This design comes from an exercise in tuning for small area, a short achievable clock period and few clock cycles on the open sky130 flow, not from production work.
Where RTL was checked, it was by simulation tests only, not by an equivalence proof against the original.
No activity file was given, so power comes from the tool's default toggle rates.

==> inputs of trial 8 <==
## video_entropy_coder
module video_entropy_coder (
    input  wire        clk,
    input  wire        rst,
    input  wire        cmd_valid,
    output wire        cmd_ready,
    input  wire [31:0] cmd,
    input  wire        coef_valid,
    output wire        coef_ready,
    input  wire [15:0] coef,
    output reg         tok_valid,
    output reg  [2:0]  tok_kind,
    output reg  [20:0] tok_val,
    output reg  [5:0]  tok_run,
    output reg  [3:0]  tok_len,
    output reg         tok_tab,
    output reg         diag_valid
);
==> flow/config.mk <==
export PLATFORM = sky130hd
export DESIGN_NAME = video_entropy_coder
export DESIGN_NICKNAME = video_entropy_coder
export VERILOG_FILES = /design/flow/design.v
export SDC_FILE = /design/flow/constraint.sdc
export NUM_CORES = 4
export LEC_CHECK = 0
export CAP_MARGIN = 20
export CORE_MARGIN = 2
export CORE_UTILIZATION = 40
export PLACE_DENSITY = 0.6
export SLEW_MARGIN = 20
==> flow/constraint.sdc <==
create_clock -name core_clock -period 11.0 [get_ports {clk}]
set_input_delay 2.2000 -clock core_clock [delete_from_list [all_inputs] [get_ports {clk}]]
set_output_delay 2.2000 -clock core_clock [all_outputs]
set_load 0.01 [all_outputs]
standard.sh (not shown) runs the stock make flow with config.mk's settings and CLKGATE_MAP_FILE= SYNTH_SCRIPT=/design/flow/synth_recipe.tcl, a recipe that flattens the netlist after the stock synthesis.
==> flow/flow/run.sh <==
#!/bin/bash
# The standard layout (the standard.sh: ORFS synthesis to final layout,
# unchanged), with the setup timing repair aimed below the design's clock
# period: repair_timing is asked for SETUP_SLACK_MARGIN ns of setup slack at
# the design's clock and constraints. The SDC is not changed.
set -o pipefail
export SETUP_SLACK_MARGIN=7.2
bash standard.sh > standard.log 2>&1
==> build 23 (differences from trial 8) <==
==> flow/run.sh (new file) <==
#!/bin/bash
# synth_recipe.tcl (not shown) runs the flow's synth.tcl, then flattens the netlist and writes it again
# the make line also repeats each setting of config.mk as NAME=value (left out here)
make -C /OpenROAD-flow-scripts/flow DESIGN_CONFIG=/design/flow/config.mk WORK_HOME=/design/flow/orfs CLKGATE_MAP_FILE= SYNTH_SCRIPT=/design/flow/synth_recipe.tcl finish
removed: flow/flow/run.sh
removed: flow/standard.sh
==> qor.csv <==
stage;metric;value;unit
worst_setup_path;r2r_setup_slack;7.13;ns
final_layout;final_cell_mix;edfxtp_1, nand2_1, a22oi_1;
power;p_sw_share;29.84;%
final_layout;seq_share;52.70;%
timing;worst_slack;7.135;ns
routing;vias_per_cell;6.498;
final_layout;nonClkBufAreaFrac;2.999;%
timing;fin_skew;0.02892;ns
worst_setup_path;crit_cells;15;
final_layout;nFillCells;13140;
power;p_per_area;203.6;nW/um^2
power;irDropWorstVdd;0.1816;mV
clock_network;cts_resized;71;
run_status;status;finished clean;
timing;period_share;35.14;%
routing;firstDrtPassIters;6;
final_layout;nClkBuffers;185;
power;leakage;21.76;nW
final_layout;finalNonFillerCells;7087;
Source of the figures above: trial 8

==> qor.csv <==
stage;metric;value;unit
final_layout;seq_share;52.91;%
timing;period_share;44.31;%
final_layout;finalNonFillerCells;7073;
final_layout;final_cell_mix;edfxtp_1, nand2_1, a22oi_1;
timing;fin_skew;0.04548;ns
final_layout;nFillCells;13190;
final_layout;nonClkBufAreaFrac;2.987;%
run_status;status;finished clean;
timing;worst_slack;6.126;ns
power;p_per_area;203.2;nW/um^2
Source of the figures above: build 23

Function was not checked in any run of this note: the RTL went through the layout flow alone.

========
==> wip/quartz: inputs <==
video_entropy_coder, a different RTL version from the one above (not shown whole).
==> flow/config.mk <==
export PLATFORM = sky130hd
export DESIGN_NAME = video_entropy_coder
export DESIGN_NICKNAME = video_entropy_coder
export VERILOG_FILES = /design/flow/design.v
export SDC_FILE = /design/flow/constraint.sdc
export NUM_CORES = 4
export LEC_CHECK = 0
export CAP_MARGIN = 20
export CORE_MARGIN = 2
export CORE_UTILIZATION = 40
export PLACE_DENSITY = 0.6
export SLEW_MARGIN = 20
==> flow/constraint.sdc <==
create_clock -name core_clock -period 11.0 [get_ports {clk}]
set_input_delay 2.2000 -clock core_clock [delete_from_list [all_inputs] [get_ports {clk}]]
set_output_delay 2.2000 -clock core_clock [all_outputs]
set_load 0.01 [all_outputs]
==> flow/flow/run.sh <==
#!/bin/bash
# The standard layout (the standard.sh: ORFS synthesis to final layout,
# unchanged), with the setup timing repair aimed below the design's clock
# period: repair_timing is asked for SETUP_SLACK_MARGIN ns of setup slack at
# the design's clock and constraints. The SDC is not changed.
set -o pipefail
export SETUP_SLACK_MARGIN=7.5
bash standard.sh > standard.log 2>&1
==> inputs of wip/xenon, as changes to wip/quartz <==
--- a/flow/design.v
+++ b/flow/design.v
@@ -160,15 +160,17 @@
     wire        hold0  = wcls[0] & ~lmode & s_active & ~rel0;
     wire        wstore = wnz | wcls[0];
     wire        wbusy  = hold0 | (wstore & |(wcls & occ));
     assign      wtake  = w0v & ~afull & ~wbusy & ~r1;
     wire        wlast  = cnt == 6'd63;
+    wire        wgo    = w0v & wstore & ~afull & ~r1 & ~hold0;
+    wire [NSLOT-1:0] sen = wcls & ~occ & {NSLOT{wgo}};
     wire        ls_w   = wtake & lmode;
     wire        la_w   = wtake & ~lmode;
     always @(posedge clk) begin
         for (i = 0; i < NSLOT; i = i + 1)
-            if (wcls[i] & wtake & wstore)
+            if (sen[i])
                 sv[i] <= w0d;
     end
     reg  [5:0]  front;
     wire [5:0]  cnt1    = cnt + 6'd1;
     wire [5:0]  front_0 = alt ? FRONT_ALT[cnt*6 +: 6]  : FRONT_ZIGZAG[cnt*6 +: 6];
@@ -207,11 +209,11 @@
             if (take_s[i]) f_s = f_s | i[5:0];
     end
     reg         blk_cmd;           
     wire [63:0] valid_n  = {64{afull}} | c_therm;
     wire [63:0] a_val    = a_pend & valid_n;
-    wire        s_wr  = wtake & (lmode | blk_cmd);      
+    wire        s_wr  = w0v & ~afull & (lmode | blk_cmd);
     wire [63:0] u_pend = ({64{blk_cmd}} & a_val)   | (wsel & {64{s_wr & wnz}});
     wire [63:0] x_pend;
     generate
         for (q = 0; q < 64; q = q + 1) begin : g_start
             assign x_pend[q] = alt ? u_pend[SCAN_ALT[q*6 +: 6]] : u_pend[SCAN_ZIGZAG[q*6 +: 6]];
Settings changed: CTS_BUF_LIST set to sky130_fd_sc_hd__clkbuf_8.
==> inputs of wip/sierra, as changes to wip/quartz <==
--- a/flow/design.v
+++ b/flow/design.v
@@ -61,37 +61,29 @@
     integer i;
     genvar q, n;
     reg r1;                        
     always @(posedge clk)
         r1 <= rst;
-    reg        c_v;
-    reg [3:0]  c_op;
-    reg [3:0]  c_hi;               
-    reg [19:0] c_lo;               
-    reg [4:0]  st;
-    wire       fetch = (st == S_IDLE) & c_v & ~r1;
-    reg        c_rdy;              
+    reg  [4:0] st;
+    reg        c_rdy;
+    wire [3:0] c_op  = cmd[31:28];
+    wire [3:0] c_hi  = cmd[27:24];
+    wire [19:0] c_lo = cmd[19:0];
+    wire       fetch = (st == S_IDLE) & cmd_valid & c_rdy;
+    wire       st_idle_nx;        
     assign cmd_ready = c_rdy;
     always @(posedge clk) begin
-        if (rst) begin
-            c_v   <= 1'b0;
-            c_rdy <= 1'b1;
-        end else if (fetch) begin
-            c_v   <= 1'b0;
+        if (rst)
+            c_rdy <= 1'b0;
+        else if (r1)
             c_rdy <= 1'b1;
-        end else if (~c_v) begin
-            c_v   <= cmd_valid;
-            c_rdy <= ~cmd_valid;
-        end
-        if (~c_v) begin
-            c_op <= cmd[31:28];
-            c_hi <= cmd[27:24];
-            c_lo <= cmd[19:0];
-        end
+        else
+            c_rdy <= st_idle_nx;
     end
     reg [15:0] wb0, wb1;
     reg        wz0, wz1;           
+    reg        hz;                 
     reg        wwp, wrp;           
     reg [1:0]  wcount;
     reg        cready;
     wire       wfire = coef_valid & cready;
     wire       wtake;
@@ -113,10 +105,14 @@
             wcount <= 2'd0;
             cready <= 1'b1;
         end else begin
             if (wfire) wwp <= ~wwp;
             if (wtake) wrp <= ~wrp;
+            if ((wcount == 2'd0) | ((wcount == 2'd1) & wtake))
+                hz <= |coef;
+            else if (wtake)
+                hz <= wrp ? wz0 : wz1;
             case ({wfire, wtake})
                 2'b10:   wcount <= wcount + 2'd1;
                 2'b01:   wcount <= wcount - 2'd1;
                 default: ;
             endcase
@@ -132,11 +128,11 @@
     reg [63:0]  s_pend;            
     reg         s_full;            
     reg         s_active;          
     reg         rel0;              
     reg         alt, ivlc, quiet;
-    wire        wnz   = wrp ? wz1 : wz0;
+    wire        wnz   = hz;
     wire [7:0]  c_hi1 = 8'd1 << cnt[5:3];
     wire [7:0]  c_lo1 = 8'd1 << cnt[2:0];
     wire [7:0]  c_hit = ~({8{1'b1}} << cnt[5:3]);         
     wire [7:0]  c_lot = ~({8{1'b1}} << cnt[2:0]);
     wire [63:0] wsel, c_therm;
@@ -160,21 +156,21 @@
     wire        hold0  = wcls[0] & ~lmode & s_active & ~rel0;
     wire        wstore = wnz | wcls[0];
     wire        wbusy  = hold0 | (wstore & |(wcls & occ));
     assign      wtake  = w0v & ~afull & ~wbusy & ~r1;
     wire        wlast  = cnt == 6'd63;
+    wire        wgo    = w0v & wstore & ~afull & ~r1 & ~hold0;
+    wire [NSLOT-1:0] sen = wcls & ~occ & {NSLOT{wgo}};
     wire        ls_w   = wtake & lmode;
     wire        la_w   = wtake & ~lmode;
     always @(posedge clk) begin
         for (i = 0; i < NSLOT; i = i + 1)
-            if (wcls[i] & wtake & wstore)
+            if (sen[i])
                 sv[i] <= w0d;
     end
     reg  [5:0]  front;
-    wire [5:0]  cnt1    = cnt + 6'd1;
     wire [5:0]  front_0 = alt ? FRONT_ALT[cnt*6 +: 6]  : FRONT_ZIGZAG[cnt*6 +: 6];
-    wire [5:0]  front_1 = alt ? FRONT_ALT[cnt1*6 +: 6] : FRONT_ZIGZAG[cnt1*6 +: 6];
     wire [7:0]  f_hi1 = 8'd1 << front[5:3];
     wire [7:0]  f_hit = ~({8{1'b1}} << front[5:3]);
     wire [7:0]  f_lot = ~({8{1'b1}} << front[2:0]);
     wire [63:0] s_arr;
     generate
@@ -207,21 +203,22 @@
             if (take_s[i]) f_s = f_s | i[5:0];
     end
     reg         blk_cmd;           
     wire [63:0] valid_n  = {64{afull}} | c_therm;
     wire [63:0] a_val    = a_pend & valid_n;
-    wire        s_wr  = wtake & (lmode | blk_cmd);      
+    wire        s_wr  = w0v & ~afull & (lmode | blk_cmd);
     wire [63:0] u_pend = ({64{blk_cmd}} & a_val)   | (wsel & {64{s_wr & wnz}});
     wire [63:0] x_pend;
     generate
         for (q = 0; q < 64; q = q + 1) begin : g_start
             assign x_pend[q] = alt ? u_pend[SCAN_ALT[q*6 +: 6]] : u_pend[SCAN_ZIGZAG[q*6 +: 6]];
         end
     endgenerate
     wire        a_done = afull | (la_w & wlast);
     reg signed [15:0] pred0, pred1, pred2;
-    reg               intra_c, v_c, first_p;
+    reg               intra_c, v_c;
+    reg               seen;        
     reg [1:0]         cc_c;
     reg [3:0]  m_r;
     reg [20:0] m_x, m_y;
     reg        m_c;                                       
     reg        m_hi, m_lo;
@@ -242,17 +239,17 @@
             2'd1:    pred_sel = pred1;
             default: pred_sel = pred2;
         endcase
     end
     wire signed [15:0] blk0    = sv[0];
-    reg        p1_v, p1_first;      
+    reg        p1_v;                
     reg [5:0]  p1_f;
     reg        p2_v, p2_tab, p2_afirst;
     reg [5:0]  p2_run, p2_slot;
     reg [5:0]  lastf;
     wire [5:0] p1_slot = alt ? CLS_ALT[p1_f*6 +: 6] : CLS_ZIGZAG[p1_f*6 +: 6];
-    wire [5:0] p1_base = p1_first ? {6{~intra_c}} : lastf;
+    wire [5:0] p1_base = seen ? lastf : {6{~intra_c}};
     wire [NSLOT-1:0] occ_clr;
     generate
         for (q = 0; q < NSLOT; q = q + 1) begin : g_oclr
             assign occ_clr[q] = (p2_v & (p2_slot == q)) | ((q == 0) & (st == S_DC4));
         end
@@ -281,11 +278,11 @@
             p1_v     <= 1'b0;
             p2_v     <= 1'b0;
             blk_cmd  <= 1'b0;
         end else begin
             occ <= (occ & ~occ_clr) | (wcls & {NSLOT{wtake & wnz}});
-            front <= wtake ? front_1 : front_0;
+            front <= front_0;
             if (wtake) begin
                 cnt  <= cnt + 6'd1;
                 wcls <= wcls_nx;
             end
             if (blk_cmd) begin
@@ -303,24 +300,22 @@
             p1_v    <= 1'b0;
             p2_v    <= 1'b0;
             blk_cmd <= 1'b0;
             case (st)
                 S_IDLE: begin
-                    if (c_v) begin
+                    if (fetch) begin
                         case (c_op)
                             4'h1: begin
                                 intra_c <= 1'b1;
                                 cc_c    <= c_hi[3:2];
                                 v_c     <= ivlc;
-                                first_p <= 1'b1;
                                 blk_cmd <= 1'b1;
                                 st      <= S_START;
                             end
                             4'h2: begin
                                 intra_c <= 1'b0;
                                 v_c     <= 1'b0;
-                                first_p <= 1'b1;
                                 blk_cmd <= 1'b1;
                                 st      <= S_START;
                             end
                             4'h3: begin
                                 m_r <= c_hi - 4'd1;
@@ -375,14 +370,11 @@
                     rel0 <= 1'b1;
                     st   <= S_WALK;
                 end
                 S_WALK: begin
                     if (tokgo) begin
-                        p1_v     <= 1'b1;
-                        p1_first <= first_p;
-                        p1_f     <= f_s;
-                        first_p  <= 1'b0;
+                        p1_v <= 1'b1;
                     end else if (~any_v & s_full) begin
                         st <= S_EOB;
                     end
                 end
                 S_EOB: begin
@@ -448,19 +440,30 @@
                     st      <= S_IDLE;
                 end
                 default: st <= S_IDLE;
             endcase
             if (p1_v) begin
-                p2_v      <= 1'b1;
-                p2_afirst <= ~intra_c & p1_first;
-                p2_tab    <= v_c;
-                p2_run  <= p1_f + ~p1_base;
-                p2_slot <= p1_slot;
-                lastf   <= p1_f;
+                p2_v  <= 1'b1;
+                lastf <= p1_f;
             end
+            if (st == S_START)
+                seen <= 1'b0;
+            else if (p1_v)
+                seen <= 1'b1;
         end
     end
+    always @(posedge clk) begin
+        p1_f      <= f_s;
+        p2_afirst <= ~intra_c & ~seen;
+        p2_tab    <= v_c;
+        p2_run    <= p1_f + ~p1_base;
+        p2_slot   <= p1_slot;
+    end
+    wire st_undef = (st == 5'd16) | (st == 5'd17) | (st == 5'd18) | (st >= 5'd25);
+    assign st_idle_nx = ((st == S_IDLE) & ~(fetch & ((c_op == 4'h1) | (c_op == 4'h2) | (c_op == 4'h3))))
+                      | (st == S_EOB2) | (st == S_M12) | st_undef
+                      | ((st == S_M11) & ~((m_r != 4'd0) & m_nz));
     wire [15:0] level = sv[p2_slot];
     wire        d_dc  = (st == S_DC4);
     wire        d_eob = (st == S_EOB2);
     wire        d_mc  = (st == S_M11);
     wire        d_mb  = (st == S_M12);
==> flow/flow/run.sh (replaced) <==
#!/bin/bash
# The standard layout (the standard.sh: ORFS synthesis to final layout,
# unchanged), with the setup timing repair aimed below the design's clock
# period: repair_timing is asked for SETUP_SLACK_MARGIN ns of setup slack at
# the design's clock and constraints. The SDC is not changed.
set -o pipefail
export SETUP_SLACK_MARGIN=7.7
bash standard.sh > standard.log 2>&1
Settings changed: CORE_UTILIZATION 40 to 55, CTS_CLUSTER_DIAMETER set to 80, CTS_CLUSTER_SIZE set to 24, PLACE_DENSITY 0.6 to 0.7.
==> inputs of wip/raven, as changes to wip/quartz <==
--- a/flow/design.v
+++ b/flow/design.v
@@ -160,15 +160,17 @@
     wire        hold0  = wcls[0] & ~lmode & s_active & ~rel0;
     wire        wstore = wnz | wcls[0];
     wire        wbusy  = hold0 | (wstore & |(wcls & occ));
     assign      wtake  = w0v & ~afull & ~wbusy & ~r1;
     wire        wlast  = cnt == 6'd63;
+    wire        wgo    = w0v & wstore & ~afull & ~r1 & ~hold0;
+    wire [NSLOT-1:0] sen = wcls & ~occ & {NSLOT{wgo}};
     wire        ls_w   = wtake & lmode;
     wire        la_w   = wtake & ~lmode;
     always @(posedge clk) begin
         for (i = 0; i < NSLOT; i = i + 1)
-            if (wcls[i] & wtake & wstore)
+            if (sen[i])
                 sv[i] <= w0d;
     end
     reg  [5:0]  front;
     wire [5:0]  cnt1    = cnt + 6'd1;
     wire [5:0]  front_0 = alt ? FRONT_ALT[cnt*6 +: 6]  : FRONT_ZIGZAG[cnt*6 +: 6];
@@ -207,11 +209,11 @@
             if (take_s[i]) f_s = f_s | i[5:0];
     end
     reg         blk_cmd;           
     wire [63:0] valid_n  = {64{afull}} | c_therm;
     wire [63:0] a_val    = a_pend & valid_n;
-    wire        s_wr  = wtake & (lmode | blk_cmd);      
+    wire        s_wr  = w0v & ~afull & (lmode | blk_cmd);
     wire [63:0] u_pend = ({64{blk_cmd}} & a_val)   | (wsel & {64{s_wr & wnz}});
     wire [63:0] x_pend;
     generate
         for (q = 0; q < 64; q = q + 1) begin : g_start
             assign x_pend[q] = alt ? u_pend[SCAN_ALT[q*6 +: 6]] : u_pend[SCAN_ZIGZAG[q*6 +: 6]];
Settings changed: CTS_CLUSTER_DIAMETER set to 80, CTS_CLUSTER_SIZE set to 24.
==> comparison <==
Non-clock buffer count: wip/sierra > wip/xenon > wip/raven > wip/quartz.
The highest cell area belongs to wip/quartz, the lowest to wip/sierra.
Between wip/quartz and wip/sierra, the lower clock power is in wip/sierra (gap about 70%, measured against wip/sierra).
Clock skew, lowest first: wip/quartz, wip/sierra, wip/raven, wip/xenon.
wip/sierra went through all stages and came out clean. wip/xenon finished with timing, DRC and antenna clean. wip/raven finished clean. wip/quartz finished clean.
Core utilization: wip/sierra > wip/quartz > wip/xenon > wip/raven.
Register-to-register slack: wip/sierra > wip/xenon > wip/quartz > wip/raven.
Of wip/quartz and wip/sierra, wip/quartz has the higher clock-buffer cell count (gap 64).
The lowest cell count belongs to wip/sierra, the highest to wip/xenon.
Via count: wip/xenon > wip/quartz > wip/raven > wip/sierra.
Between wip/sierra and wip/raven, the lower area after synthesis is in wip/sierra (gap 2.0%, measured against wip/raven).
==> figures <==
| item | wip/xenon | wip/sierra | wip/raven | wip/quartz |
|---|---|---|---|---|
| Period utilisation layout | 32.2% | 31.4% | 32.6% | 32.4% |
| Clk pwr share | 30.8% | 21.3% | 26.2% | 32.6% |
| Comb_multi_in | 3093 | 3144 | 3093 | 3132 |
| Sink count of the clock tree | 1205 | 1176 | 1205 | 1205 |
| F_max | 282 MHz | 290 MHz | 279 MHz | 280 MHz |
| Delay of the slowest cell on the worst path | 350 ps | 380 ps | 610 ps | 640 ps |
| Height of the die | 373 microns | 316 microns | 373 microns | 374 microns |
| Maximum level of the CTS H-tree | 4 | 2 | 3 | 4 |
| Fraction of synthesized cell area in xor and xnor cells | 1.08% | 0.949% | 1.08% | 0.990% |
| GR Util All Layers | 28.5% | 37.7% | 28.1% | 28.4% |
| Routed len/inst | 30.4 microns | 31.7 microns | 31.1 microns | 30.7 microns |
| Final non-filler cell total | 6788 | 6059 | 6543 | 6670 |
| Area taken by flip-flops and latches | 0.0335 sq mm | 0.0324 sq mm | 0.0335 sq mm | 0.0335 sq mm |
| Reg2Reg Launch Point | p2_slot[4] | p2_slot[2] | front[5] | s_full |
| Net switching power of the design | 0.00391 W | 0.00449 W | 0.00369 W | 0.00429 W |
| Nets | 4995 | 4882 | 4866 | 4945 |
| Result of the run | no timing/DRC/antenna violations | no timing/DRC/antenna violations | no timing/DRC/antenna violations | no timing/DRC/antenna violations |
| Buffers inserted by post-CTS timing repair | 5 | 16 | 6 | 5 |
| Share of cell area taken by flip-flops and latches | 53.7% | 55.1% | 55.1% | 53.5% |
| Count of clock-net buffers in the final layout | 216 | 95 | 85 | 159 |
| Shortest period the worst path allows | 3540 ps | 3450 ps | 3580 ps | 3570 ps |
Testbench counts of wip/quartz, summed over its fixed seeds: cycles 99,114.
Testbench counts of wip/sierra, summed over its fixed seeds: cycles 99,164.
The RTL of wip/xenon and wip/raven was laid out without a check of its function.

==> re-timing with driven ports <==
The results above use ideal ports. As a check the final layouts listed here were re-extracted and re-timed, cells and wires unchanged.
Step 1: set_driving_cell puts a clkbuf_16 on clk and a buf_2 on each other input, an assumption about the parent block.
Step 2, shift: input delay + t, output delay - t, t = (earliest + latest rising clock arrival at the registers) / 2. This alone moves slack from input paths to output paths.
Three values: no drivers, after step 1, after step 2; two values: the first two.
run | shift t [ns] | slack for setup (ns) | worst slew at a driven data input, ns
trial 8 | 0.851 | 7.135 / 7.135 / 7.135 | 0.06
build 23 | 0.863 | 6.126 / 6.126 / 6.126 | 0.06
wip/quartz | 0.861 | 7.433 / 7.379 / 7.203 | 0.06
wip/xenon | 0.955 | 7.459 / 7.386 / 7.244 | 0.10
wip/sierra | 0.802 | 7.551 / 7.478 / 6.995 | 0.04
wip/raven | 0.778 | 7.417 / 7.417 / 7.253 | 0.10
After both steps setup and hold are still met in every run listed. For wip/sierra, which loses most, drivers alone change the setup slack by -0.073 ns; drivers and shift together by -0.556 ns.
